What follows belongs to an exercise in optimizing a design on an open flow for small area, a short achievable clock period and few clock cycles per item; a production flow would make more cautious choices. Only simulation tests tie the RTL to the original design; equivalence was not proved.

Setup of rev 12:
==> flow/design.v <==
module cifrari_add32 (
    input  wire [31:0] a,
    input  wire [31:0] b,
    input  wire        ci,
    output wire [31:0] s
);
    wire [31:0] p = a ^ b;
    wire [31:0] g0 = a & b;
    wire [31:0] gl [0:5];
    wire [31:0] pl [0:5];
    assign gl[0] = {g0[31:1], g0[0] | (p[0] & ci)};
    assign pl[0] = p;
    genvar k, i;
    generate
        for (k = 0; k < 5; k = k + 1) begin : lvl
            for (i = 0; i < 32; i = i + 1) begin : bit_
                if ((i >> k) & 1) begin : comb
                    localparam integer J = ((i >> k) << k) - 1;
                    assign gl[k+1][i] = gl[k][i] | (pl[k][i] & gl[k][J]);
                    assign pl[k+1][i] = pl[k][i] & pl[k][J];
                end else begin : pass
                    assign gl[k+1][i] = gl[k][i];
                    assign pl[k+1][i] = pl[k][i];
                end
            end
        end
    endgenerate
    assign s = p ^ {gl[5][30:0], ci};
endmodule
module cifrari_perm (
    input  wire         clk,
    input  wire         rst,
    input  wire         in_valid,
    output wire         in_ready,
    input  wire [511:0] in_block,
    output wire         out_valid,
    output wire [511:0] out_block
);
    function automatic [31:0] rotl11(input [31:0] v); rotl11 = {v[20:0], v[31:21]}; endfunction
    function automatic [31:0] rotl17(input [31:0] v); rotl17 = {v[14:0], v[31:15]}; endfunction
    function automatic [31:0] rotl13(input [31:0] v); rotl13 = {v[18:0], v[31:19]}; endfunction
    function automatic [31:0] rotl7 (input [31:0] v); rotl7  = {v[24:0], v[31:25]}; endfunction
    reg  [511:0] r1;           
    reg  [511:0] r2;           
    reg  [511:0] r3;           
    reg          busy1, busy2, busy3, done1;
    reg          rdy;          
    reg  [5:0]   cnt1, cnt2, cnt3;   
    wire [511:0] s1, s2, s3;   
    wire [511:0] p3;           
    genvar g, r, j;
    generate
        for (g = 0; g < 4; g = g + 1) begin : mix
            wire [31:0] a  = r1[32*(g     ) +: 32];
            wire [31:0] b  = r1[32*(g +  4) +: 32];
            wire [31:0] c  = r1[32*(g +  8) +: 32];
            wire [31:0] d  = r1[32*(g + 12) +: 32];
            wire [31:0] nc = ~c;
            wire [31:0] a1, b1;
            cifrari_add32 u_a1 (.a(a), .b(b), .ci(1'b0), .s(a1));
            cifrari_add32 u_b1 (.a(b), .b(nc), .ci(1'b1), .s(b1));
            assign s1[32*(g     ) +: 32] = a1;
            assign s1[32*(g +  4) +: 32] = rotl17(b1);
            assign s1[32*(g +  8) +: 32] = rotl11(nc);        
            assign s1[32*(g + 12) +: 32] = d ^ a1;            
            wire [31:0] xa = r2[32*(g     ) +: 32];
            wire [31:0] xb = r2[32*(g +  4) +: 32];
            wire [31:0] xc = r2[32*(g +  8) +: 32];
            wire [31:0] xd = r2[32*(g + 12) +: 32];
            wire [31:0] a2, d2;
            cifrari_add32 u_a2 (.a(xa), .b(xc), .ci(1'b1), .s(a2));    
            cifrari_add32 u_d2 (.a(xd), .b(xb), .ci(1'b0), .s(d2));    
            assign s2[32*(g     ) +: 32] = ~rotl13(a2);       
            assign s2[32*(g +  4) +: 32] = ~(xb ^ d2);        
            assign s2[32*(g +  8) +: 32] = xc ^ xd;           
            assign s2[32*(g + 12) +: 32] = d2;
            wire [31:0] ya = r3[32*(g     ) +: 32];
            wire [31:0] yb = r3[32*(g +  4) +: 32];
            wire [31:0] yc = r3[32*(g +  8) +: 32];
            wire [31:0] yd = r3[32*(g + 12) +: 32];
            wire [31:0] ds = yd ^ yc ^ ya;
            wire [31:0] dc = (yd & yc) | (yd & ya) | (yc & ya);
            wire [31:0] bs = yb ^ yc ^ ya;
            wire [31:0] bc = (yb & yc) | (yb & ya) | (yc & ya);
            wire [31:0] d3, nb4, c4;
            cifrari_add32 u_d3 (.a(ds), .b({dc[30:0], 1'b1}), .ci(1'b1), .s(d3));
            cifrari_add32 u_b4 (.a(bs), .b({bc[30:0], 1'b1}), .ci(1'b1), .s(nb4));
            cifrari_add32 u_c4 (.a(yb), .b(32'd0), .ci(1'b1), .s(c4));
            assign s3[32*(g     ) +: 32] = ~(ya ^ d3);
            assign s3[32*(g +  4) +: 32] = ~nb4;
            assign s3[32*(g +  8) +: 32] = c4;
            assign s3[32*(g + 12) +: 32] = rotl7(d3);
        end
        for (r = 0; r < 4; r = r + 1) begin : prow
            for (j = 0; j < 4; j = j + 1) begin : pcol
                assign p3[32*(4*r + j) +: 32] = s3[32*(4*r + ((r - j + 4) % 4)) +: 32];
            end
        end
    endgenerate
    wire free3 = !busy3;
    always @(posedge clk) begin
        r2 <= s1;
        r3 <= s2;
        r1 <= free3 ? in_block : p3;
    end
    always @(posedge clk) begin
        if (rst) begin
            busy1 <= 1'b0;
            busy2 <= 1'b0;
            rdy   <= 1'b1;
            busy3 <= 1'b0;
            done1 <= 1'b0;
        end else begin
            busy2 <= busy1 && !done1;
            busy3 <= busy2;
            rdy   <= !busy2;
            busy1 <= free3 ? in_valid : busy3;
            done1 <= busy3 && (cnt3 == 6'd39);
        end
    end
    always @(posedge clk) begin
        cnt2 <= cnt1;
        cnt3 <= cnt2;
        cnt1 <= free3 ? 6'd0 : cnt3 + 6'd1;
    end
    assign in_ready  = rdy;
    assign out_valid = done1;
    assign out_block = r1;
endmodule
==> flow/config.mk <==
export PLATFORM = sky130hd
export DESIGN_NAME = cifrari_perm
export DESIGN_NICKNAME = cifrari_perm
export VERILOG_FILES = /design/flow/design.v
export SDC_FILE = /design/flow/constraint.sdc
export NUM_CORES = 4
export LEC_CHECK = 0
export CAP_MARGIN = 40
export CORE_MARGIN = 2
export CORE_UTILIZATION = 55
export CTS_CLUSTER_DIAMETER = 80
export CTS_CLUSTER_SIZE = 20
export PLACE_DENSITY = 0.65
export SETUP_SLACK_MARGIN = 0.3
export SLEW_MARGIN = 40
==> flow/constraint.sdc <==
create_clock -name core_clock -period 14.5 [get_ports {clk}]
set_input_delay 2.9000 -clock core_clock [delete_from_list [all_inputs] [get_ports {clk}]]
set_output_delay 2.9000 -clock core_clock [all_outputs]
set_load 0.01 [all_outputs]
standard.sh (not shown) runs the stock make flow with config.mk's settings and CLKGATE_MAP_FILE= SYNTH_SCRIPT=/design/flow/synth_recipe.tcl, a recipe that flattens the netlist after the stock synthesis.
==> flow/flow/run.sh <==
#!/bin/bash
set -euo pipefail
MARGIN=10.2
bash standard.sh SETUP_SLACK_MARGIN=$MARGIN \
    "BUFFER_PORTS_ARGS=-buffer_cell sky130_fd_sc_hd__buf_1" \
    finish > standard.log 2>&1
In summary, rev 12 completed successfully, with a layout that passed the timing, DRC and antenna checks.
Testbench counts of rev 12, summed over its fixed seeds: cycles 21,640, items 512.
#### Input delta (rev 13 over rev 12)
- swapping 0.65 for 0.75 in PLACE_DENSITY
- swapping 55 for 65 in CORE_UTILIZATION
==> flow/flow/run.sh <==
#!/bin/bash
set -euo pipefail
MARGIN=10.3
bash standard.sh SETUP_SLACK_MARGIN=$MARGIN \
    "BUFFER_PORTS_ARGS=-buffer_cell sky130_fd_sc_hd__buf_1" \
    finish > standard.log 2>&1
## What came out
- Delta (rev 13 minus rev 12): latest clock arrival within the worst-skew pair went down by 0.02 ns; sequential share of layout area went up by 0.25 points.
- A kind of critical path of flop to primary output is what rev 12 shows, while flop to flop belongs to rev 13.
- Compared with rev 12, rev 13 shows number of buffers outside the clock class in the layout higher by 10%.
- End point of the critical path = out_block[125]: rev 12; end point of the critical path = r1[251]: rev 13
- Number of well taps (rev 12 / rev 13): 1.18
- Rev 12 has completed all stages; timing, DRC and antenna checks passed.
- Both conditions hold for rev 13: the flow ran to the end and the final layout passed the timing, DRC and antenna checks.
- Rev 13 gives more largest stage delay on the critical path than rev 12 did.

[port drivers added, routing unchanged]
The results above use ideal ports. As a check the final layouts listed here were re-extracted and re-timed, cells and wires unchanged. Step 1: set_driving_cell puts a clkbuf_16 on clk and a buf_2 on each other input, an assumption about the parent block. Step 2 moves the port delays by t, midway between the first and last clock arrival at a register: inputs arrive t later, outputs are due t later. That takes back most of the time a late clock gives input paths. a / b / c = ideal / step 1 / step 2; a / b = the first two.
run	t, ns	setup slack, ns	worst register clock-pin slew, ns	cell pins on the clock port's net
rev 12	0.829	10.169 / 10.077 / 10.203	0.09 / 0.09	1
rev 13	0.809	10.096 / 10.056 / 10.096	0.10 / 0.10	1
After both steps every run listed still meets setup and hold.
